What follows belongs to an exercise in optimizing a design on an open flow for small area, a short achievable clock period and few clock cycles; a production flow would make more cautious choices.
Only simulation tests tie the RTL to the original design; equivalence was not proved.
No activity file was given, so power comes from the tool's default toggle rates.

### config.mk
export PLATFORM = sky130hd
export DESIGN_NAME = jbeat_crc
export DESIGN_NICKNAME = jbeat_crc
export VERILOG_FILES = /design/flow/design.v
export SDC_FILE = /design/flow/constraint.sdc
export NUM_CORES = 4
export LEC_CHECK = 0
export CAP_MARGIN = 20
export CORE_MARGIN = 2
export CORE_UTILIZATION = 40
export PLACE_DENSITY = 0.6
export SLEW_MARGIN = 20
### constraint.sdc
create_clock -name core_clock -period 7.0 [get_ports {clk}]
set_input_delay 1.4000 -clock core_clock [delete_from_list [all_inputs] [get_ports {clk}]]
set_output_delay 1.4000 -clock core_clock [all_outputs]
set_load 0.01 [all_outputs]
### design.v
module jbeat_crc (
  input  wire        clk,
  input  wire        rst,
  input  wire        req_valid,
  input  wire        req_write,
  input  wire [3:0]  req_addr,
  input  wire [31:0] req_wdata,
  output reg         rsp_valid,
  output reg  [31:0] rsp_rdata,
  input  wire [31:0] len_src,
  input  wire [31:0] len_tgt,
  input  wire [31:0] len_pat,
  output reg         mem_en,
  output reg         mem_we,
  output reg  [1:0]  mem_sel,
  output reg  [29:0] mem_addr,
  output reg  [3:0]  mem_wstrb,
  output reg  [31:0] mem_wdata,
  input  wire [31:0] mem_rdata
);
  localparam [31:0] POLY = 32'hEDB88320;
  localparam [3:0] C_MIS_SRC = 4'd1, C_SIZE = 4'd4, C_TRUNC = 4'd5,
                   C_ILLEGAL = 4'd6, C_NOTREADY = 4'd7;
  localparam [2:0] K_CKSUM = 3'd0, K_LDEXP = 3'd1, K_STORE = 3'd2,
                   K_VERIFY = 3'd3, K_SEAL = 3'd4;
  localparam [2:0] T_CK = 3'd0, T_LD = 3'd1, T_ST = 3'd2, T_VPAT = 3'd3,
                   T_SPAT = 3'd4, T_SPW = 3'd5, T_END = 3'd7;
  localparam [1:0] E_NONE = 2'd0, E_STORE = 2'd1, E_CHECK = 2'd2, E_SIZE = 2'd3;
  function [31:0] cinit(input [2:0] r);
    case (r)
      3'd0:    cinit = 32'hFFFFFFFF;
      3'd1:    cinit = 32'hF0958FD9;
      3'd2:    cinit = 32'h9A1C9D90;
      3'd3:    cinit = 32'hA32E2681;
      default: cinit = 32'h9226F562;
    endcase
  endfunction
  function [31:0] crc_bits(input [31:0] x, input integer nb);
    integer k;
    reg [31:0] y;
    begin
      y = x;
      for (k = 0; k < nb; k = k + 1)
        y = y[0] ? ((y >> 1) ^ POLY) : (y >> 1);
      crc_bits = y;
    end
  endfunction
  reg [31:0] acc;
  reg [95:0] sum_q;     
  reg [95:0] exp_q;     
  reg [95:0] size_q;    
  reg        acc_v;
  reg [2:0]  sum_v, exp_v, size_v;
  reg        ok, fault;
  reg [3:0]  cause;
  wire [15:0] status = {cause, fault, ok, size_v, exp_v, sum_v, acc_v};
  wire [31:0] size_s = size_q[31:0];
  wire [31:0] size_t = size_q[63:32];
  wire [31:0] size_p = size_q[95:64];
  wire [15:0] cw    = req_wdata[15:0];
  wire [3:0]  c_op  = cw[15:12];
  wire [1:0]  c_z   = cw[11:10];
  wire [1:0]  c_b   = cw[9:8];
  wire [7:0]  c_imm = cw[7:0];
  wire [1:0] wr_b = req_addr[1:0] - 2'd2;    
  reg c_legal;
  always @(*) begin
    case (c_op)
      4'h2:                         c_legal = (c_z == 2'd0) && (c_b == 2'd0);
      4'h3, 4'h4, 4'h8:             c_legal = (c_z == 2'd0) && (c_b != 2'd3) && (c_imm == 8'd0);
      4'h1, 4'h5, 4'h6, 4'h7, 4'h9, 4'hF:
                                    c_legal = (cw[11:0] == 12'd0);
      default:                      c_legal = 1'b0;
    endcase
  end
  reg       chk_fault;
  reg [3:0] chk_cause;
  always @(*) begin
    chk_fault = 1'b1;
    chk_cause = 4'd0;
    if (!(&sum_v) || !(&exp_v))                chk_cause = C_NOTREADY;
    else if (sum_q[31:0]  != exp_q[31:0])      chk_cause = C_MIS_SRC;
    else if (sum_q[63:32] != exp_q[63:32])     chk_cause = C_MIS_SRC + 4'd1;
    else if (sum_q[95:64] != exp_q[95:64])     chk_cause = C_MIS_SRC + 4'd2;
    else                                       chk_fault = 1'b0;
  end
  reg [31:0] rd_val;
  always @(*) begin
    case (req_addr)
      4'd1:  rd_val = {16'd0, status};
      4'd2:  rd_val = size_q[31:0];
      4'd3:  rd_val = size_q[63:32];
      4'd4:  rd_val = size_q[95:64];
      4'd5:  rd_val = acc;
      4'd6:  rd_val = sum_q[31:0];
      4'd7:  rd_val = sum_q[63:32];
      4'd8:  rd_val = sum_q[95:64];
      4'd9:  rd_val = exp_q[31:0];
      4'd10: rd_val = exp_q[63:32];
      4'd11: rd_val = exp_q[95:64];
      default: rd_val = 32'd0;
    endcase
  end
  reg gt_s, gt_t, gt_p, gt_p4;
  reg        busy;      
  reg        init;      
  reg [2:0]  kind;
  reg [1:0]  kb;
  reg [1:0]  pv;        
  reg [2:0]  pc;
  reg        first;     
  reg [29:0] rem;       
  reg        f1, f2, f3;    
  reg [1:0]  st_t;      
  reg        st_z;      
  reg [29:0] na;        
  function [4:0] step_of(input [2:0] k, input [1:0] v, input [1:0] b, input [2:0] p);
    begin
      step_of = {T_END, 2'd0};
      case (k)
        K_CKSUM: if (p == 3'd0) step_of = {T_CK, b};
        K_LDEXP: if (p == 3'd0) step_of = {T_LD, 2'd2};
        K_STORE: if (p == 3'd0) step_of = {T_ST, b};
        K_VERIFY:
          case (v)
            2'd0: case (p)
                    3'd0: step_of = {T_CK, 2'd0};
                    3'd1: step_of = {T_CK, 2'd1};
                    3'd2: step_of = {T_VPAT, 2'd2};
                    default: ;
                  endcase
            2'd1: if (p == 3'd0) step_of = {T_LD, 2'd2};
            default: case (p)
                    3'd0: step_of = {T_LD, 2'd2};
                    3'd1: step_of = {T_CK, 2'd0};
                    default: ;
                  endcase
          endcase
        K_SEAL:
          case (v)
            2'd0: case (p)
                    3'd0: step_of = {T_CK, 2'd0};
                    3'd1: step_of = {T_CK, 2'd1};
                    3'd2: step_of = {T_SPAT, 2'd2};
                    3'd3: step_of = {T_SPW, 2'd2};
                    default: ;
                  endcase
            default: if (p == 3'd0) step_of = {T_CK, 2'd0};
          endcase
        default: ;
      endcase
    end
  endfunction
  wire [1:0] pv_new = (kind == K_VERIFY) ? (gt_s ? 2'd1 : gt_t ? 2'd2 : 2'd0) :
                      (kind == K_SEAL && gt_t) ? 2'd2 : 2'd0;
  wire [1:0] pvx = init ? pv_new : pv;
  wire [1:0] end_act =
      (kind == K_STORE)                    ? E_STORE :
      (kind == K_SEAL  && pvx == 2'd0)     ? E_STORE :
      (kind == K_VERIFY && pvx == 2'd0)    ? E_CHECK :
      (kind == K_VERIFY || kind == K_SEAL) ? E_SIZE : E_NONE;
  wire [4:0] cur_step = step_of(kind, pvx, kb, pc);
  wire [2:0] sk  = cur_step[4:2];
  wire [1:0] sb  = cur_step[1:0];
  wire [2:0] ld_pc   = init ? 3'd0 : pc + 3'd1;
  wire [4:0] ld_step = step_of(kind, pvx, kb, ld_pc);
  wire [2:0] lk  = ld_step[4:2];
  wire [1:0] lb  = ld_step[1:0];
  wire [31:0] l_size = (lb == 2'd0) ? size_s : (lb == 2'd1) ? size_t : size_p;
  wire [1:0]  l_t    = l_size[1:0];
  wire        l_tnz  = |l_t;
  wire        l_zero = (lk == T_CK) &&
                       ((lb == 2'd2) ? (size_p == 32'd4) : (l_size == 32'd0));
  reg  [29:0] l_base;
  reg  [3:0]  l_off;    
  always @(*) begin
    l_base = l_size[31:2];
    l_off  = {3'd0, l_tnz};
    case (lk)
      T_CK:   l_off = (lb == 2'd2) ? (l_tnz ? 4'd0 : 4'hF) : {3'd0, l_tnz};
      T_VPAT: l_off = {3'd0, l_tnz};
      T_SPAT: l_off = l_tnz ? 4'd0 : 4'hF;
      T_LD:   begin l_base = 30'd0; l_off = l_tnz ? 4'd4 : 4'd3; end
      default: begin l_base = 30'd0; l_off = l_tnz ? 4'd2 : 4'd1; end
    endcase
  end
  wire [29:0] l_rem = l_zero ? 30'd1 : l_base + {{26{l_off[3]}}, l_off};
  wire [29:0] q_w = size_p[31:2] - 30'd3;
  reg  [29:0] l_addr;
  always @(*) begin
    case (lk)
      T_LD:    l_addr = q_w;
      T_ST:    l_addr = q_w + {28'd0, lb};
      T_SPW:   l_addr = q_w + 30'd2;
      default: l_addr = 30'd0;
    endcase
  end
  reg        vA, vB, vD;
  reg        a_zprev, a_ph, a_inj, a_ib, a_crc, a_cf, a_cl, a_exp, a_el;
  reg [1:0]  a_t, a_cb;
  reg [2:0]  a_r;
  reg        b_zprev, b_ph, b_inj, b_ib, b_crc, b_cf, b_cl, b_exp, b_el;
  reg [1:0]  b_t, b_cb;
  reg [2:0]  b_r;
  reg        d_crc, d_cf, d_cl, d_exp, d_el;
  reg [1:0]  d_cb;
  reg [2:0]  d_r;
  reg [31:0] d_q;
  reg [31:8] prev;
  function hz(input [1:0] b);
    hz = (vA && a_crc && a_cl && a_cb == b) ||
         (vB && b_crc && b_cl && b_cb == b) ||
         (vD && d_crc && d_cl && d_cb == b);
  endfunction
  reg        tk_go, tk_rd, tk_wr, tk_vb;
  reg        tk_zprev, tk_ph, tk_inj, tk_ib, tk_crc, tk_cf, tk_cl, tk_exp, tk_el;
  reg [1:0]  tk_sel, tk_cur, tk_prv;
  reg [3:0]  tk_strb;
  reg        tk_q;      
  wire [3:0] strb_first = 4'b1111 << st_t;
  wire [3:0] strb_last  = ~strb_first;
  always @(*) begin
    tk_go = 1'b1; tk_rd = 1'b0; tk_wr = 1'b0;
    tk_zprev = 1'b0; tk_ph = 1'b0; tk_inj = 1'b0; tk_ib = 1'b0;
    tk_crc = 1'b0; tk_cf = 1'b0; tk_cl = 1'b0; tk_exp = 1'b0; tk_el = 1'b0;
    tk_sel = 2'd2; tk_cur = 2'd0; tk_prv = 2'd0; tk_strb = 4'b1111; tk_q = 1'b0;
    case (sk)
      T_CK: begin
        tk_sel = sb;
        tk_rd = !st_z; tk_ph = st_z;
        tk_zprev = first;
        tk_crc = 1'b1; tk_cf = first; tk_cl = f1;
      end
      T_LD: begin
        tk_rd = 1'b1;
        tk_exp = !(first && st_t != 2'd0); tk_el = f1;
      end
      T_VPAT: begin
        tk_rd = 1'b1;
        tk_zprev = first;
        tk_crc = !f1; tk_cf = first; tk_cl = f2;
        tk_exp = f1 | f2 | f3; tk_el = f1;
      end
      T_SPAT: begin
        tk_zprev = first;
        tk_crc = 1'b1; tk_cf = first; tk_cl = f1;
        if (f1 || f2) begin
          tk_inj = 1'b1; tk_ib = f1;
          tk_wr = 1'b1;
          tk_cur = f1 ? 2'd1 : 2'd0;
          tk_prv = 2'd0;
          tk_strb = f1 ? 4'b1111 : strb_first;
          tk_q = f2;
          tk_go = !hz(f1 ? 2'd1 : 2'd0);
        end else
          tk_rd = 1'b1;
      end
      T_SPW: begin
        tk_wr = 1'b1;
        tk_cur = 2'd2; tk_prv = 2'd2;
        tk_prv = first ? 2'd1 : 2'd2;
        tk_strb = first ? 4'b1111 : strb_last;
        tk_go = !hz(2'd2);
      end
      T_ST: begin
        tk_wr = 1'b1;
        tk_cur = sb; tk_prv = sb;
        tk_strb = first ? strb_first : strb_last;
        tk_go = !hz(sb);
      end
      default: tk_go = 1'b0;
    endcase
    tk_vb = tk_rd | tk_ph | tk_inj;
  end
  wire [31:0] w_cur = sum_q[32*tk_cur +: 32];
  wire [31:0] w_prv = sum_q[32*tk_prv +: 32];
  reg  [31:0] w_data;
  always @(*) begin
    case (st_t)
      2'd0: w_data = w_cur;
      2'd1: w_data = {w_cur[23:0], w_prv[31:24]};
      2'd2: w_data = {w_cur[15:0], w_prv[31:16]};
      default: w_data = {w_cur[7:0], w_prv[31:8]};
    endcase
  end
  wire [29:0] tk_addr = tk_q ? q_w : na;
  wire [31:0] b_cur = b_ph ? 32'd0 : mem_rdata;
  wire [31:8] b_prv = b_zprev ? 24'd0 : prev;
  reg  [31:0] b_al;
  always @(*) begin
    case (b_t)
      2'd0: b_al = b_cur;
      2'd1: b_al = {b_cur[7:0],  b_prv[31:8]};
      2'd2: b_al = {b_cur[15:0], b_prv[31:16]};
      default: b_al = {b_cur[23:0], b_prv[31:24]};
    endcase
  end
  wire [31:0] b_d = b_inj ? sum_q[32*b_ib +: 32] : b_al;
  wire [31:0] d_x    = d_cf ? cinit(d_r) : acc;
  wire [31:0] acc_nx = crc_bits(d_x ^ d_q, 32);
  reg  tk_vb_a;
  wire fin_ok = busy && !init && sk == T_END &&
                !(vA && tk_vb_a) && !vB && !(end_act == E_CHECK && vD);
  always @(posedge clk) begin
    rsp_valid <= 1'b0;
    rsp_rdata <= rd_val;
    gt_s  <= size_s > len_src;
    gt_t  <= size_t > len_tgt;
    gt_p  <= size_p > len_pat;
    gt_p4 <= {1'b0, size_p} > ({1'b0, len_pat} + 33'd4);
    if (rst) begin
      busy   <= 1'b0;
      init   <= 1'b0;
      acc_v  <= 1'b0;
      sum_v  <= 3'd0;
      exp_v  <= 3'd0;
      size_v <= 3'd0;
      ok     <= 1'b0;
      fault  <= 1'b0;
      cause  <= 4'd0;
      vA <= 1'b0; vB <= 1'b0; vD <= 1'b0;
      mem_en <= 1'b0;
      mem_we <= 1'b0;
    end else begin
      vD    <= vB;
      d_crc <= b_crc; d_cf <= b_cf; d_cl <= b_cl; d_cb <= b_cb;
      d_exp <= b_exp; d_el <= b_el; d_r <= b_r;
      if (vB) begin
        d_q  <= b_d;
        prev <= b_cur[31:8];
      end
      vB <= vA && tk_vb_a;
      b_zprev <= a_zprev; b_ph <= a_ph; b_inj <= a_inj; b_ib <= a_ib;
      b_crc <= a_crc; b_cf <= a_cf; b_cl <= a_cl; b_exp <= a_exp; b_el <= a_el;
      b_t <= a_t; b_cb <= a_cb; b_r <= a_r;
      if (vD) begin
        if (d_crc) begin
          acc <= acc_nx;
          if (d_cl) begin
            sum_q[32*d_cb +: 32] <= ~acc_nx;
            sum_v[d_cb] <= 1'b1;
            acc_v <= 1'b1;
            ok    <= 1'b0;
          end
        end
        if (d_exp) begin
          exp_q <= {d_q, exp_q[95:32]};
          if (d_el) begin
            exp_v <= 3'b111;
            ok    <= 1'b0;
          end
        end
      end
      vA     <= 1'b0;
      mem_en <= 1'b0;
      mem_we <= 1'b0;
      if (busy) begin
        if (init) begin
          init  <= 1'b0;
          pv    <= pv_new;
          first <= 1'b1;
          pc    <= 3'd0;
          rem   <= l_rem;
          f1 <= (l_rem == 30'd1); f2 <= (l_rem == 30'd2); f3 <= (l_rem == 30'd3);
          st_t  <= l_t;
          st_z  <= l_zero;
          na    <= l_addr;
          case (kind)
            K_CKSUM: begin
              if (!size_v[kb]) begin
                fault <= 1'b1; cause <= C_NOTREADY; ok <= 1'b0;
                busy <= 1'b0; rsp_valid <= 1'b1;
              end else if (kb == 2'd2 && size_p < 32'd4) begin
                fault <= 1'b1; cause <= C_TRUNC; ok <= 1'b0;
                busy <= 1'b0; rsp_valid <= 1'b1;
              end else if (kb == 2'd2 ? gt_p4 : kb == 2'd1 ? gt_t : gt_s) begin
                fault <= 1'b1; cause <= (kb == 2'd2) ? C_TRUNC : C_SIZE; ok <= 1'b0;
                busy <= 1'b0; rsp_valid <= 1'b1;
              end
            end
            K_LDEXP, K_STORE: begin
              if (!size_v[2] || (kind == K_STORE && !sum_v[kb])) begin
                fault <= 1'b1; cause <= C_NOTREADY; ok <= 1'b0;
                busy <= 1'b0; rsp_valid <= 1'b1;
              end else if (size_p < 32'd12 || gt_p) begin
                fault <= 1'b1; cause <= C_TRUNC; ok <= 1'b0;
                busy <= 1'b0; rsp_valid <= 1'b1;
              end
            end
            default: begin                             
              if (!(&size_v)) begin
                fault <= 1'b1; cause <= C_NOTREADY; ok <= 1'b0;
                busy <= 1'b0; rsp_valid <= 1'b1;
              end else if (size_p < 32'd12 || gt_p) begin
                fault <= 1'b1; cause <= C_TRUNC; ok <= 1'b0;
                busy <= 1'b0; rsp_valid <= 1'b1;
              end else if (kind == K_SEAL && gt_s) begin
                fault <= 1'b1; cause <= C_SIZE; ok <= 1'b0;
                busy <= 1'b0; rsp_valid <= 1'b1;
              end
            end
          endcase
        end else if (sk != T_END) begin
          if (tk_go) begin
            vA <= 1'b1;
            tk_vb_a <= tk_vb;
            a_zprev <= tk_zprev; a_ph <= tk_ph; a_inj <= tk_inj; a_ib <= tk_ib;
            a_crc <= tk_crc; a_cf <= tk_cf; a_cl <= tk_cl; a_exp <= tk_exp; a_el <= tk_el;
            a_t  <= st_t; a_cb <= sb;
            a_r  <= st_z ? 3'd4 : {1'b0, 2'd0 - st_t};
            mem_en    <= tk_rd | tk_wr;
            mem_we    <= tk_wr;
            mem_sel   <= tk_sel;
            mem_addr  <= tk_addr;
            mem_wstrb <= tk_wr ? tk_strb : 4'd0;
            mem_wdata <= w_data;
            na    <= tk_addr + 30'd1;
            first <= 1'b0;
            if (f1) begin
              pc    <= ld_pc;
              first <= 1'b1;
              rem   <= l_rem;
              f1 <= (l_rem == 30'd1); f2 <= (l_rem == 30'd2); f3 <= (l_rem == 30'd3);
              st_t  <= l_t;
              st_z  <= l_zero;
              na    <= l_addr;
            end else begin
              rem <= rem - 30'd1;
              f1 <= f2; f2 <= f3; f3 <= (rem == 30'd4);
            end
          end
        end else if (fin_ok) begin
          busy <= 1'b0;
          rsp_valid <= 1'b1;
          case (end_act)
            E_STORE: begin
              exp_v <= 3'd0; ok <= 1'b0;
              if (kind == K_STORE && kb != 2'd2) sum_v[2] <= 1'b0;
            end
            E_CHECK: begin
              if (chk_fault) begin
                fault <= 1'b1; cause <= chk_cause; ok <= 1'b0;
              end else
                ok <= 1'b1;
            end
            E_SIZE: begin
              fault <= 1'b1; cause <= C_SIZE; ok <= 1'b0;
            end
            default: ;
          endcase
        end
      end else if (req_valid) begin
        if (!req_write) begin
          rsp_valid <= 1'b1;
        end else if (fault && !(req_addr == 4'd0 && cw == 16'hF000)) begin
          rsp_valid <= 1'b1;                        
        end else if (req_addr >= 4'd2 && req_addr <= 4'd4) begin
          size_q[32*wr_b +: 32] <= req_wdata;
          size_v[wr_b] <= 1'b1;
          sum_v[wr_b]  <= 1'b0;
          ok <= 1'b0;
          if (req_addr == 4'd4) exp_v <= 3'd0;
          rsp_valid <= 1'b1;
        end else if (req_addr != 4'd0) begin
          rsp_valid <= 1'b1;                        
        end else if (!c_legal) begin
          fault <= 1'b1; cause <= C_ILLEGAL; ok <= 1'b0;
          rsp_valid <= 1'b1;
        end else begin
          rsp_valid <= 1'b1;
          case (c_op)
            4'h1: begin                             
              acc   <= 32'hFFFFFFFF;
              acc_v <= 1'b1;
            end
            4'h2: begin                             
              if (!acc_v) begin
                fault <= 1'b1; cause <= C_NOTREADY; ok <= 1'b0;
              end else
                acc <= crc_bits(acc ^ {24'd0, c_imm}, 8);
            end
            4'h3: begin                             
              if (!acc_v) begin
                fault <= 1'b1; cause <= C_NOTREADY; ok <= 1'b0;
              end else begin
                sum_q[32*c_b +: 32] <= ~acc;
                sum_v[c_b] <= 1'b1;
                ok <= 1'b0;
              end
            end
            4'h6: begin                             
              if (chk_fault) begin
                fault <= 1'b1; cause <= chk_cause; ok <= 1'b0;
              end else
                ok <= 1'b1;
            end
            4'hF: begin                             
              acc_v <= 1'b0; sum_v <= 3'd0; exp_v <= 3'd0; size_v <= 3'd0;
              ok <= 1'b0; fault <= 1'b0; cause <= 4'd0;
            end
            default: begin                          
              rsp_valid <= 1'b0;
              busy <= 1'b1;
              init <= 1'b1;
              kind <= (c_op == 4'h4) ? K_CKSUM :
                      (c_op == 4'h5) ? K_LDEXP :
                      (c_op == 4'h8) ? K_STORE :
                      (c_op == 4'h7) ? K_VERIFY : K_SEAL;
              kb   <= c_b;
              pv   <= 2'd0;
            end
          endcase
        end
      end
    end
  end
endmodule
### run.sh
#!/bin/bash
# synth_recipe.tcl (not shown) runs the flow's synth.tcl, then flattens the netlist and writes it again
# the make line also repeats each setting of config.mk as NAME=value (left out here)
make -C /OpenROAD-flow-scripts/flow DESIGN_CONFIG=/design/flow/config.mk WORK_HOME=/design/flow/orfs CLKGATE_MAP_FILE= SYNTH_SCRIPT=/design/flow/synth_recipe.tcl finish
==> results of run 1 <==
-- cells in the final DEF, fill, tap and decap left out, types with 75 or more instances in the layout --
master and n:
edfxtp_1 562, nand2_1 429, o21ai_0 360, xnor2_1 348
nor2_1 322, clkdlybuf4s50_1 270, a21oi_1 263, inv_1 262
ha_1 194, xor2_1 166, buf_4 128, a22oi_1 110
mux2i_1 109, nand3_1 94, nor3_1 83, nor2b_1 80
clkbuf_16 77, nand4_1 76, a22o_1 75
-- layer usage --
layer,vias up,part of all wire
li1,18000,-
met1,19700,0.38
met2,2927,0.43
met3,496,0.13
met4,16,0.067
met5,-,0.00046
-- kinds of logic after synthesis --
family / after synthesis
flip-flops: 622
AO/OA/AOI/OAI: 1329
adder cells (fa/ha/maj): 197
buffers and inverters: 536
multiplexers: 131
AND/OR/NAND/NOR: 1336
XOR/XNOR: 587
-- layout make-up --
cell class	instances	area (um^2)
diodes	5	12.5
fillers	10600	59700
well taps	1500	1880
inverters	266	1000
clock buffers	84	1950
flip-flops and latches	622	18100
repair buffers	400	3690
multi-input cells	3580	25400
clock inverters	55	739
-- power by group through the flow --
stage	logic [mW]	clock network (mW)	registers (mW)
final	10.3	4.36	4.29
after detailed placement	10.1	0	4.35
after floorplan	6.00	0	4.26
after CTS	10.1	4.39	4.27
after global routing	10.5	4.54	4.28
after global placement	9.98	0	4.35
-- state kept, by name, indices dropped and copies added (netlist names), 4 cells and up --
| register | flops |
|---|---|
| acc | 32 |
| cause | 4 |
| d_q | 32 |
| exp_q | 96 |
| mem_addr | 30 |
| mem_wdata | 32 |
| mem_wstrb | 4 |
| na | 30 |
| prev | 24 |
| rem | 30 |
| rsp_rdata | 32 |
| size_q | 96 |
| sum_q | 96 |
-- worst min path at each step --
stage | slack (ns) | cells past startpoint | end | start
2_1_floorplan | 0.40 | 0 | b_el$_DFFE_PN_ | a_el$_SDFFCE_PN0P_
4_1_cts | 0.42 | 0 | b_r[0]$_DFFE_PN_ | a_r[0]$_SDFFCE_PP0P_
6_report | 0.42 | 0 | b_r[0]$_DFFE_PN_ | a_r[0]$_SDFFCE_PP0P_
3_5_place_dp | 0.40 | 0 | b_r[0]$_DFFE_PN_ | a_r[0]$_SDFFCE_PP0P_
5_1_grt | 0.43 | 0 | d_r[0]$_DFFE_PN_ | b_r[0]$_DFFE_PN_
3_3_place_gp | 0.40 | 0 | b_r[1]$_DFFE_PN_ | a_r[1]$_SDFFCE_PP0P_
-- critical path, delay by kind of cell, from the launching register on --
family                   cells  cell delay, ns
AO/OA/AOI/OAI               14            2.91
adder cells (fa/ha/maj)      5            1.50
AND/OR/NAND/NOR              7            1.20
flip-flops                   1            0.39
multiplexers                 1            0.22
buffers and inverters        2            0.17
-- timing repair --
action                                  CTS  global route
setup buffers                             0             5
endpoints found under the hold margin     0             0
endpoints found under the setup margin    0             4
resized for setup                         0            22
-- through the flow --
| stage | total power [mW] | hold slack [ns] | worst slack (ns) |
|---|---|---|---|
| finish | 19.0 | 0.418 | 0.454 |
| global route | 19.3 | 0.427 | -0.0294 |
| CTS | 18.7 | 0.419 | 0.0861 |
| detailed placement | 14.4 | 0.405 | 0.160 |
| global placement | 14.3 | 0.404 | 0.131 |
| floorplan | 10.3 | 0.400 | 0.317 |
==> results.yml, run 1 <==
status:
  status: "finished clean"
placement:
  place_inst: 6363
  place_area_mm2: 0.0499
  gp_congestion: 1.04
  port_buffers: 270
  dp_hpwl_mm: 150
setup_path:
  cpPeakStageDelay_ns: 0.45
  cp-startpoint: "pc[0]$_SDFFCE_PP0P_"
  critPathCaptureType: "register"
  arrival_ns: 7.05
  ff2ff_path_depth: 29
  endpoint: "f2$_DFFE_PP_"
  crit_required_ns: 7.50
  r2r_start: "pc[0]$_SDFFCE_PP0P_"
  crit_slowest_cell: "a311o_1"
  cpMostUsedCell: "ha_1"
  regToRegSetupSlack_ns: 0.45
  criticalPathCategory: "register to register"
  r2r_end: "f2$_DFFE_PP_"
  cp_max_fo: 4
  worstSetupStartpointType: "register"
yosys:
  synth_simple_gate_area_frac: 0.141
  synth_area_mm2: 0.0453
  synth_largest_area_cell: "edfxtp_1"
  synth_adder_area_share: 0.0547
  synthMuxAreaShare: 0.0320
  syn_inst: 4738
  synth_commonest_cells: "edfxtp_1, nand2_1, o21ai_0"
  synth_top_family_by_area: "compound AO/OA/AOI/OAI gates"
  ys_ff_latch: 622
  synth_compound_area_frac: 0.194
  synth_nets: 5103
  yosysTopAreaCellShare: 0.372
  synthMostInstantiatedCell: "edfxtp_1"
  synth.area.top_cells: "edfxtp_1, xnor2_1, ha_1"
  synth_edf_count: 562
  syn_area_per_cell_um2: 9.56
  async_flop_share: 0
  synth_ff_type: "edfxtp_1"
  synth_xor_area_frac: 0.134
  synth_warnings: 1
  seq_area_frac_synth: 0.399
  yosysUniqueCellTypes: 95
global_routing:
  grt_first_pass_wirelength_mm: 278
  overflow: 0
  grt_busiest_layer: "met2"
  grt_pass1_vias: 38600
  met2_usage: 0.489
  antenna_found_initial: 15
  grt_max_degree: 97
  grt.met1_usage: 0.432
  grt_util_met3: 0.0840
  grt.total_usage: 0.329
route:
  viasPerCell: 6.31
  wl_per_cell_um: 30.3
  drtAntennaViolNets: 0
  drc_errors: 0
  drt_iter0_drc: 6160
  wirelength_mm: 198
  vias: 41100
  dr.pass1.iters: 15
die:
  pin_count: 271
  die_h_um: 341
  core.rowCount: 123
  start_util: 0.403
  core_mm2: 0.112
  die_area_mm2: 0.116
  die_width_um: 341
worst_hold_path:
  hp-class: "register to register"
finish:
  fin_area_mm2: 0.0528
  final_cells: 6512
  drive_above_1_share: 0.0809
  final_util: 0.469
  area_growth_pct: 16.5
  fin_nets: 5311
pwr:
  comb_power_share: 0.545
  p_int_mw: 9.84
  ir_drop_uv: 1080
  p_seq_frac: 0.226
  clkPwrFrac: 0.230
  switching_share: 0.482
  p_leak_nw: 19.3
  powerDensity_mw_per_mm2: 360
  switching_power_mw: 9.17
sta:
  final_hold_viol_count: 0
  setup_violations: 0
  maxSlewHeadroom: 0.225
  period_minus_slack_ns: 6.55
  final_max_slew_viol_count: 0
  worst_pin_slew_ns: 1.15
  finClkSkew_ns: 0.0451
  clock.fmax_mhz: 153
  layout_worst_path_cycle_share: 0.935
  fin_tns_setup_ns: 0
clocking:
  holdBufCountCts: 0
  clkSinkCount: 622
  numCtsBuffers: 76
  cts_tree: "done"
  clk_path_buf_depth: 3
  clkLatencyLatePin_ns: 0.68
  clk_pin_slew_worst_paths_ns: 0.06
  htree_levels: 3
  cts-root-buf: "clkbuf_16"
job:
  max-cap-violations: 0
Testbench counts, summed over its fixed seeds: cycles 59,247.
==> inputs of run 2 (changes only) <==
--- a/design.v
+++ b/design.v
@@ -103,5 +103,14 @@
   end
-  reg gt_s, gt_t, gt_p, gt_p4;
+  reg [2:0] cs_s, cs_t, cs_p, cs_p4;
+  function [2:0] cmp_h(input [31:0] x, input [31:0] l);
+    cmp_h = {x[31:16] > l[31:16], x[31:16] == l[31:16], x[15:0] > l[15:0]};
+  endfunction
+  wire gt_s  = cs_s[2]  | (cs_s[1]  & cs_s[0]);
+  wire gt_t  = cs_t[2]  | (cs_t[1]  & cs_t[0]);
+  wire gt_p  = cs_p[2]  | (cs_p[1]  & cs_p[0]);
+  wire gt_p4 = cs_p4[2] | (cs_p4[1] & cs_p4[0]);
+  wire [31:0] size_pm4 = {size_q[95:66] - 30'd1, size_q[65:64]};    
   reg        busy;      
   reg        init;      
+  reg        init2;     
   reg [2:0]  kind;
@@ -109,9 +118,12 @@
   reg [1:0]  pv;        
-  reg [2:0]  pc;
+  reg [2:0]  pc;        
+  reg [2:0]  sk;        
+  reg [1:0]  sb;
+  reg [4:0]  nk;        
   reg        first;     
   reg [29:0] rem;       
-  reg        f1, f2, f3;    
+  reg        e, adj;
   reg [1:0]  st_t;      
-  reg        st_z;      
   reg [29:0] na;        
+  reg [1:0]  wslot;     
   function [4:0] step_of(input [2:0] k, input [1:0] v, input [1:0] b, input [2:0] p);
@@ -157,44 +169,37 @@
   wire [1:0] end_act =
-      (kind == K_STORE)                    ? E_STORE :
-      (kind == K_SEAL  && pvx == 2'd0)     ? E_STORE :
-      (kind == K_VERIFY && pvx == 2'd0)    ? E_CHECK :
+      (kind == K_STORE)                 ? E_STORE :
+      (kind == K_SEAL  && pv == 2'd0)   ? E_STORE :
+      (kind == K_VERIFY && pv == 2'd0)  ? E_CHECK :
       (kind == K_VERIFY || kind == K_SEAL) ? E_SIZE : E_NONE;
-  wire [4:0] cur_step = step_of(kind, pvx, kb, pc);
-  wire [2:0] sk  = cur_step[4:2];
-  wire [1:0] sb  = cur_step[1:0];
-  wire [2:0] ld_pc   = init ? 3'd0 : pc + 3'd1;
-  wire [4:0] ld_step = step_of(kind, pvx, kb, ld_pc);
-  wire [2:0] lk  = ld_step[4:2];
-  wire [1:0] lb  = ld_step[1:0];
+  wire [2:0] npc = (init | init2) ? 3'd0 : pc + 3'd1;           
+  wire [4:0] nn  = step_of(kind, pvx, kb, npc + 3'd1);  
+  wire [2:0] lk  = nk[4:2];
+  wire [1:0] lb  = nk[1:0];
   wire [31:0] l_size = (lb == 2'd0) ? size_s : (lb == 2'd1) ? size_t : size_p;
   wire [1:0]  l_t    = l_size[1:0];
-  wire        l_tnz  = |l_t;
-  wire        l_zero = (lk == T_CK) &&
-                       ((lb == 2'd2) ? (size_p == 32'd4) : (l_size == 32'd0));
-  reg  [29:0] l_base;
-  reg  [3:0]  l_off;    
+  reg  [29:0] l_rem;
+  reg         l_adj;
   always @(*) begin
-    l_base = l_size[31:2];
-    l_off  = {3'd0, l_tnz};
+    l_rem = l_size[31:2];
+    l_adj = 1'b0;
     case (lk)
-      T_CK:   l_off = (lb == 2'd2) ? (l_tnz ? 4'd0 : 4'hF) : {3'd0, l_tnz};
-      T_VPAT: l_off = {3'd0, l_tnz};
-      T_SPAT: l_off = l_tnz ? 4'd0 : 4'hF;
-      T_LD:   begin l_base = 30'd0; l_off = l_tnz ? 4'd4 : 4'd3; end
-      default: begin l_base = 30'd0; l_off = l_tnz ? 4'd2 : 4'd1; end
-    endcase
-  end
-  wire [29:0] l_rem = l_zero ? 30'd1 : l_base + {{26{l_off[3]}}, l_off};
-  wire [29:0] q_w = size_p[31:2] - 30'd3;
-  reg  [29:0] l_addr;
-  always @(*) begin
-    case (lk)
-      T_LD:    l_addr = q_w;
-      T_ST:    l_addr = q_w + {28'd0, lb};
-      T_SPW:   l_addr = q_w + 30'd2;
-      default: l_addr = 30'd0;
+      T_CK:    l_adj = (lb == 2'd2);
+      T_SPAT:  l_adj = 1'b1;
+      T_LD:    l_rem = 30'd3;
+      T_ST, T_SPW: l_rem = 30'd1;
+      default: ;
     endcase
   end
+  wire [29:0] l_addr = (lk == T_LD || lk == T_ST) ?
+                       size_p[31:2] + {27'h7FFFFFF, (lk == T_ST) ? {1'b0, lb} - 3'd3 : 3'b101} :
+                       30'd0;
+  wire        r_small = (rem[29:3] == 27'd0);
+  wire [3:0]  r_v     = {1'b0, rem[2:0]} + {3'd0, e} - {3'd0, adj};
+  wire        r_eq4   = r_small && r_v == 4'd4;
+  reg         f0, f1, f2, f3;    
+  wire        l_small = (l_rem[29:3] == 27'd0);
+  wire [3:0]  l_v     = {1'b0, l_rem[2:0]} + {3'd0, |l_t} - {3'd0, l_adj};
+  wire        tk_last = f1 | f0;
   reg        vA, vB, vD;
-  reg        a_zprev, a_ph, a_inj, a_ib, a_crc, a_cf, a_cl, a_exp, a_el;
+  reg        a_vb, a_zprev, a_ph, a_inj, a_ib, a_crc, a_cf, a_cl, a_exp, a_el;
   reg [1:0]  a_t, a_cb;
@@ -216,7 +221,4 @@
   reg        tk_zprev, tk_ph, tk_inj, tk_ib, tk_crc, tk_cf, tk_cl, tk_exp, tk_el;
-  reg [1:0]  tk_sel, tk_cur, tk_prv;
-  reg [3:0]  tk_strb;
-  reg        tk_q;      
-  wire [3:0] strb_first = 4'b1111 << st_t;
-  wire [3:0] strb_last  = ~strb_first;
+  reg [1:0]  tk_sel;
+  reg        tk_mq;     
   always @(*) begin
@@ -225,3 +227,3 @@
     tk_crc = 1'b0; tk_cf = 1'b0; tk_cl = 1'b0; tk_exp = 1'b0; tk_el = 1'b0;
-    tk_sel = 2'd2; tk_cur = 2'd0; tk_prv = 2'd0; tk_strb = 4'b1111; tk_q = 1'b0;
+    tk_sel = 2'd2; tk_mq = 1'b0;
     case (sk)
@@ -229,5 +231,5 @@
         tk_sel = sb;
-        tk_rd = !st_z; tk_ph = st_z;
+        tk_rd = !f0; tk_ph = f0;
         tk_zprev = first;
-        tk_crc = 1'b1; tk_cf = first; tk_cl = f1;
+        tk_crc = 1'b1; tk_cf = first; tk_cl = tk_last;
       end
@@ -235,3 +237,3 @@
         tk_rd = 1'b1;
-        tk_exp = !(first && st_t != 2'd0); tk_el = f1;
+        tk_exp = !(first && e); tk_el = f1;
       end
@@ -249,6 +251,3 @@
           tk_wr = 1'b1;
-          tk_cur = f1 ? 2'd1 : 2'd0;
-          tk_prv = 2'd0;
-          tk_strb = f1 ? 4'b1111 : strb_first;
-          tk_q = f2;
+          tk_mq = f2 && (st_t != 2'd0);
           tk_go = !hz(f1 ? 2'd1 : 2'd0);
@@ -259,5 +258,2 @@
         tk_wr = 1'b1;
-        tk_cur = 2'd2; tk_prv = 2'd2;
-        tk_prv = first ? 2'd1 : 2'd2;
-        tk_strb = first ? 4'b1111 : strb_last;
         tk_go = !hz(2'd2);
@@ -266,4 +262,2 @@
         tk_wr = 1'b1;
-        tk_cur = sb; tk_prv = sb;
-        tk_strb = first ? strb_first : strb_last;
         tk_go = !hz(sb);
@@ -274,4 +268,6 @@
   end
-  wire [31:0] w_cur = sum_q[32*tk_cur +: 32];
-  wire [31:0] w_prv = sum_q[32*tk_prv +: 32];
+  wire [31:0] w_cur = (wslot == 2'd0) ? sum_q[31:0] :
+                      (wslot == 2'd1) ? sum_q[63:32] : sum_q[95:64];
+  wire [31:0] w_prv = (wslot == 2'd1) ? sum_q[31:0] :
+                      (wslot == 2'd2) ? sum_q[63:32] : sum_q[95:64];
   reg  [31:0] w_data;
@@ -285,3 +281,8 @@
   end
-  wire [29:0] tk_addr = tk_q ? q_w : na;
+  wire [3:0] strb_first = 4'b1111 << st_t;
+  wire [3:0] strb_last  = ~strb_first;
+  wire [3:0] w_strb = (kind == K_SEAL) ?
+                      ((wslot == 2'd0) ? strb_first : (wslot == 2'd3) ? strb_last : 4'b1111) :
+                      (first ? strb_first : strb_last);
+  wire [29:0] tk_addr = tk_mq ? mem_addr : na;
   wire [31:0] b_cur = b_ph ? 32'd0 : mem_rdata;
@@ -300,5 +301,6 @@
   wire [31:0] acc_nx = crc_bits(d_x ^ d_q, 32);
-  reg  tk_vb_a;
-  wire fin_ok = busy && !init && sk == T_END &&
-                !(vA && tk_vb_a) && !vB && !(end_act == E_CHECK && vD);
+  wire fin_ok = busy && !init && !init2 && sk == T_END &&
+                !(vA && a_vb) && !vB && !(end_act == E_CHECK && vD);
+  wire advance = busy && ((init && !(kind == K_VERIFY && pv_new != 2'd0)) || init2 ||
+                          (!init && sk != T_END && tk_go && tk_last));
   always @(posedge clk) begin
@@ -306,6 +308,8 @@
     rsp_rdata <= rd_val;
-    gt_s  <= size_s > len_src;
-    gt_t  <= size_t > len_tgt;
-    gt_p  <= size_p > len_pat;
-    gt_p4 <= {1'b0, size_p} > ({1'b0, len_pat} + 33'd4);
+    cs_s  <= cmp_h(size_s, len_src);
+    cs_t  <= cmp_h(size_t, len_tgt);
+    cs_p  <= cmp_h(size_p, len_pat);
+    cs_p4 <= cmp_h(size_pm4, len_pat);
+    mem_wdata <= w_data;
+    mem_wstrb <= w_strb;
     if (rst) begin
@@ -313,2 +317,3 @@
       init   <= 1'b0;
+      init2  <= 1'b0;
       acc_v  <= 1'b0;
@@ -331,3 +336,3 @@
       end
-      vB <= vA && tk_vb_a;
+      vB <= vA && a_vb;
       b_zprev <= a_zprev; b_ph <= a_ph; b_inj <= a_inj; b_ib <= a_ib;
@@ -356,13 +361,29 @@
       mem_we <= 1'b0;
+      if (advance) begin
+        init2 <= 1'b0;
+        pc    <= npc;
+        sk    <= lk;
+        sb    <= lb;
+        nk    <= nn;
+        first <= 1'b1;
+        rem   <= l_rem;
+        adj   <= l_adj;
+        f0    <= l_small && l_v == 4'd0;
+        f1    <= l_small && l_v == 4'd1;
+        f2    <= l_small && l_v == 4'd2;
+        f3    <= l_small && l_v == 4'd3;
+        e     <= |l_t;
+        st_t  <= l_t;
+        if (lk != T_SPW) na <= l_addr;
+        if (lk == T_ST) wslot <= lb;
+        else if (lk == T_SPAT) wslot <= 2'd0;
+      end
       if (busy) begin
         if (init) begin
-          init  <= 1'b0;
-          pv    <= pv_new;
-          first <= 1'b1;
-          pc    <= 3'd0;
-          rem   <= l_rem;
-          f1 <= (l_rem == 30'd1); f2 <= (l_rem == 30'd2); f3 <= (l_rem == 30'd3);
-          st_t  <= l_t;
-          st_z  <= l_zero;
-          na    <= l_addr;
+          init <= 1'b0;
+          pv   <= pv_new;
+          if (kind == K_VERIFY && pv_new != 2'd0) begin
+            nk    <= {T_LD, 2'd2};
+            init2 <= 1'b1;
+          end
           case (kind)
@@ -402,2 +423,4 @@
           endcase
+        end else if (init2) begin
+          ;
         end else if (sk != T_END) begin
@@ -405,3 +428,3 @@
             vA <= 1'b1;
-            tk_vb_a <= tk_vb;
+            a_vb <= tk_vb;
             a_zprev <= tk_zprev; a_ph <= tk_ph; a_inj <= tk_inj; a_ib <= tk_ib;
@@ -409,23 +432,16 @@
             a_t  <= st_t; a_cb <= sb;
-            a_r  <= st_z ? 3'd4 : {1'b0, 2'd0 - st_t};
-            mem_en    <= tk_rd | tk_wr;
-            mem_we    <= tk_wr;
-            mem_sel   <= tk_sel;
-            mem_addr  <= tk_addr;
-            mem_wstrb <= tk_wr ? tk_strb : 4'd0;
-            mem_wdata <= w_data;
-            na    <= tk_addr + 30'd1;
-            first <= 1'b0;
-            if (f1) begin
-              pc    <= ld_pc;
-              first <= 1'b1;
-              rem   <= l_rem;
-              f1 <= (l_rem == 30'd1); f2 <= (l_rem == 30'd2); f3 <= (l_rem == 30'd3);
-              st_t  <= l_t;
-              st_z  <= l_zero;
-              na    <= l_addr;
-            end else begin
-              rem <= rem - 30'd1;
-              f1 <= f2; f2 <= f3; f3 <= (rem == 30'd4);
-            end
+            a_r  <= f0 ? 3'd4 : {1'b0, 2'd0 - st_t};
+            mem_en   <= tk_rd | tk_wr;
+            mem_we   <= tk_wr;
+            mem_sel  <= tk_sel;
+            mem_addr <= tk_addr;
+            if (!tk_last) begin
+              na    <= tk_addr + 30'd1;
+              first <= 1'b0;
+              if (e) e <= 1'b0;
+              else   rem <= rem - 30'd1;
+              f0 <= 1'b0; f1 <= f2; f2 <= f3; f3 <= r_eq4;
+            end else if (sk == T_SPAT)
+              na    <= tk_addr + 30'd1;
+            if (tk_wr) wslot <= wslot + 2'd1;
           end
@@ -504,2 +520,3 @@
               init <= 1'b1;
+              pc   <= 3'd0;
               kind <= (c_op == 4'h4) ? K_CKSUM :
@@ -509,3 +526,5 @@
               kb   <= c_b;
-              pv   <= 2'd0;
+              nk   <= (c_op == 4'h4) ? {T_CK, c_b} :
+                      (c_op == 4'h5) ? {T_LD, 2'd2} :
+                      (c_op == 4'h8) ? {T_ST, c_b} : {T_CK, 2'd0};
             end
--- a/config.mk
+++ b/config.mk
@@ -11,2 +11,3 @@
 export PLACE_DENSITY = 0.6
+export SETUP_SLACK_MARGIN = 3.0
 export SLEW_MARGIN = 20
==> results.yml, run 2 <==
worst_hold_path:
  hp-class: "register to register"
  hold_depth: 0
  holdPathEnd: "b_r[0]$_DFFE_PN_"
  hp-start: "a_r[0]$_SDFFCE_PP0P_"
setup_path:
  r2r_start: "d_cf$_DFFE_PN_"
  arrival_ns: 4.96
  cp_max_fo: 4
  r2r_end: "acc[13]$_DFFE_PN_"
  crit_slowest_cell: "xor3_2"
  cp_cell_sequence: "buf_6 > nor3b_4 > a21oi_4 > buf_4 > xor2_4 > xnor3_1 > xnor3_1 > xor3_2 > buf_6 > buf_6 > xnor2_4 > buf_6 > buf_12 > xnor2_4 > xor2_4 > o211ai_1 > o211ai_1"
  criticalPathCategory: "register to register"
  cpLargestDelayFamily: "XOR/XNOR gates"
  regToRegSetupSlack_ns: 2.38
  cpPeakStageDelay_ns: 0.52
  worstSetupStartpointType: "register"
  cp_num_buf_inv: 6
  ff2ff_path_depth: 17
  cpMostUsedCell: "buf_6"
  crit_required_ns: 7.35
  critPathCaptureType: "register"
die:
  core_mm2: 0.109
  die_area_mm2: 0.112
  core.rowCount: 121
  die_h_um: 335
  die_width_um: 335
  pin_count: 271
  start_util: 0.403
route:
  drc_errors: 0
  drtAntennaViolNets: 0
  dr.pass1.iters: 8
  wirelength_mm: 199
  wl_per_cell_um: 31.2
  vias: 40600
  viasPerCell: 6.36
  drt_iter0_drc: 6289
pwr:
  p_leak_nw: 21.3
  comb_power_share: 0.667
  switching_power_mw: 10.8
  switching_share: 0.403
  ir_drop_uv: 1110
  p_int_mw: 15.9
  design_power_total_mw: 26.7
  powerDensity_mw_per_mm2: 476
  clkPwrFrac: 0.164
  p_seq_frac: 0.168
clocking:
  clk_pin_slew_worst_paths_ns: 0.07
  clkSinkCount: 645
  cts_tree: "done"
  htree_levels: 3
  holdBufCountCts: 0
  clk_path_buf_depth: 3
  cts-root-buf: "clkbuf_16"
  numCtsBuffers: 80
  clkLatencyLatePin_ns: 0.68
yosys:
  synth_nets: 4812
  synth_largest_area_cell: "edfxtp_1"
  synth_xor_area_frac: 0.133
  synthMostInstantiatedCell: "edfxtp_1"
  seq_area_frac_synth: 0.418
  synth_adder_area_share: 0.0505
  syn_area_per_cell_um2: 9.80
  synth_edf_count: 540
  synth_compound_area_frac: 0.175
  synth_area_mm2: 0.0438
  async_flop_share: 0
  synth_warnings: 1
  yosysUniqueCellTypes: 90
  synth_top_family_by_area: "compound AO/OA/AOI/OAI gates"
  synth_ff_type: "edfxtp_1"
  ys_ff_latch: 645
  yosysTopAreaCellShare: 0.370
  synth_commonest_cells: "edfxtp_1, nand2_1, o21ai_0"
  synthMuxAreaShare: 0.0423
  syn_inst: 4469
  synth_simple_gate_area_frac: 0.132
  synth.area.top_cells: "edfxtp_1, xnor2_1, ha_1"
placement:
  place_ws_ns: 1.11
  place_area_mm2: 0.0482
  port_buffers: 270
  gp_congestion: 1.02
  dp_hpwl_mm: 143
sta:
  setup_slack_ns: 2.38
  setup_violations: 0
  finClkSkew_ns: 0.0463
  fin_tns_setup_ns: 0
  final_max_slew_viol_count: 0
  maxSlewHeadroom: 0.131
  final_hold_viol_count: 0
  rsz0062_at_grt: "true"
  worst_pin_slew_ns: 1.30
  clock.fmax_mhz: 217
  period_minus_slack_ns: 4.62
  layout_worst_path_cycle_share: 0.659
global_routing:
  grt_max_degree: 84
  grt.met1_usage: 0.443
  grt_pass1_vias: 37400
  grt_first_pass_wirelength_mm: 274
  met2_usage: 0.511
  grt_util_met3: 0.0848
  grt_busiest_layer: "met2"
  grt.total_usage: 0.337
  antenna_found_initial: 25
  overflow: 0
finish:
  final_cell_mix: "edfxtp_1, nand2_1, o21ai_0, a21oi_1, clkdlybuf4s50_1"
  nFillCells: 9609
  multi_input_area_mm2: 0.0258
  mostFrequentLayoutCell: "edfxtp_1"
  area_growth_pct: 27.8
  fin_nets: 5241
  fin_area_mm2: 0.0560
  reg.largest.list: "exp_q: 96 flops, size_q: 96 flops, sum_q: 96 flops"
  regArea_mm2: 0.0183
  drive_above_1_share: 0.179
status:
  status: "finished clean"
job:
  max-cap-violations: 0
==> run 2: repair_timing <==
action	in CTS	in global routing
gates resized for setup	301	172
buffers inserted	201	92
pin swaps	124	103
gates cloned	5	2
setup endpoints to repair	299	202
==> run 2: how the worst max path moves through the flow <==
stage | end | cells past startpoint | slack, ns | startpoint
finish | acc[13]$_DFFE_PN_ | 17 | 2.38 | d_cf$_DFFE_PN_
global route | acc[26]$_DFFE_PN_ | 17 | 2.33 | d_cf$_DFFE_PN_
CTS | acc[26]$_DFFE_PN_ | 13 | 2.59 | d_r[2]$_DFFE_PN_
detailed placement | sum_q[85]$_DFFE_PN_ | 10 | 1.11 | req_wdata[13]
global placement | sum_q[85]$_DFFE_PN_ | 10 | 1.25 | req_wdata[13]
floorplan | exp_q[0]$_DFFE_PP_ | 3 | 0.51 | rst
==> run 2: worst register-to-register path, stage by stage, from the launching register on <==
cell and delay (ns):
edfxtp_1 0.48, buf_6 0.18, nor3b_4 0.17, a21oi_4 0.23, buf_4 0.21, xor2_4 0.29, xnor3_1 0.49, xnor3_1 0.26
xor3_2 0.52, buf_6 0.16, buf_6 0.12, xnor2_4 0.14, buf_6 0.14, buf_12 0.12, xnor2_4 0.14, xor2_4 0.19
o211ai_1 0.25, o211ai_1 0.20
==> run 2: per-stage QoR <==
stage	hold slack, ns	std cells	util
2_1_floorplan	0.400	4469	-
6_report	0.412	6386	0.515
5_1_grt	0.424	6381	0.515
3_3_place_gp	0.402	5929	0.444
4_1_cts	0.420	6282	0.499
3_5_place_dp	0.407	5929	0.444
==> run 2: per-layer routing <==
metal / vias up / part of all wire
met5: - / 0.00032
met4: 10 / 0.067
met3: 585 / 0.13
met2: 2922 / 0.43
met1: 19800 / 0.37
li1: 17300 / -
==> run 2: power groups by stage <==
stage	Sequential (mW)	Clock, mW	Combinational (mW)
final	4.49	4.38	17.8
after global placement	4.56	0	8.79
after global routing	4.49	4.51	18.0
after detailed placement	4.56	0	8.80
after floorplan	4.45	0	5.79
after CTS	4.47	4.37	14.4
==> run 2: cells by family after synthesis <==
family / after synthesis
compound gates: 1171
simple gates: 1230
mux: 176
fa+ha+maj: 175
buf+inv: 558
flops: 645
xor+xnor: 514
==> run 2: cell type report <==
| type | instances | area share |
|---|---|---|
| clock inverters | 52 | 0.00928 |
| diodes | 9 | 0.000402 |
| repair buffers | 637 | 0.113 |
| flip-flops and latches | 645 | 0.327 |
| multi-input cells | 3268 | 0.462 |
| inverters | 266 | 0.0180 |
| clock buffers | 95 | 0.0384 |
| well taps | 1414 | 0.0316 |
Testbench counts of run 2, summed over its fixed seeds: cycles 59,247.

-- static timing again, ports no longer ideal --
In the flow no input, the clock included, has a driving cell. The finished layouts below were timed again as built, in two steps.
Step 1: set_driving_cell puts a clkbuf_16 on clk and a buf_2 on each other input, an assumption about the parent block.
Step 2 adds t to the input delays and takes it off the output delays; t is the mean of the earliest and latest rising clock arrival at the registers after step 1. Input paths then give back, and output paths get back, about the clock's delay inside the block.
Slacks: ideal ports / drivers / drivers and shift; pairs: ideal ports / drivers.
run | t (ns) | slack for setup (ns) | latest minus earliest clock arrival (ns) | worst register clock-pin slew, ns | worst data-port slew with drivers (ns)
run 1 | 0.736 | 0.454 / 0.454 / 0.454 | 0.046 / 0.047 | 0.07 / 0.07 | 0.15
run 2 | 0.734 | 2.385 / 2.385 / 1.876 | 0.048 / 0.048 | 0.07 / 0.07 | 0.22
After both steps every run listed still meets setup and hold. For run 2, which loses most, drivers alone change the setup slack by 0.000 ns; drivers and shift together by -0.509 ns.
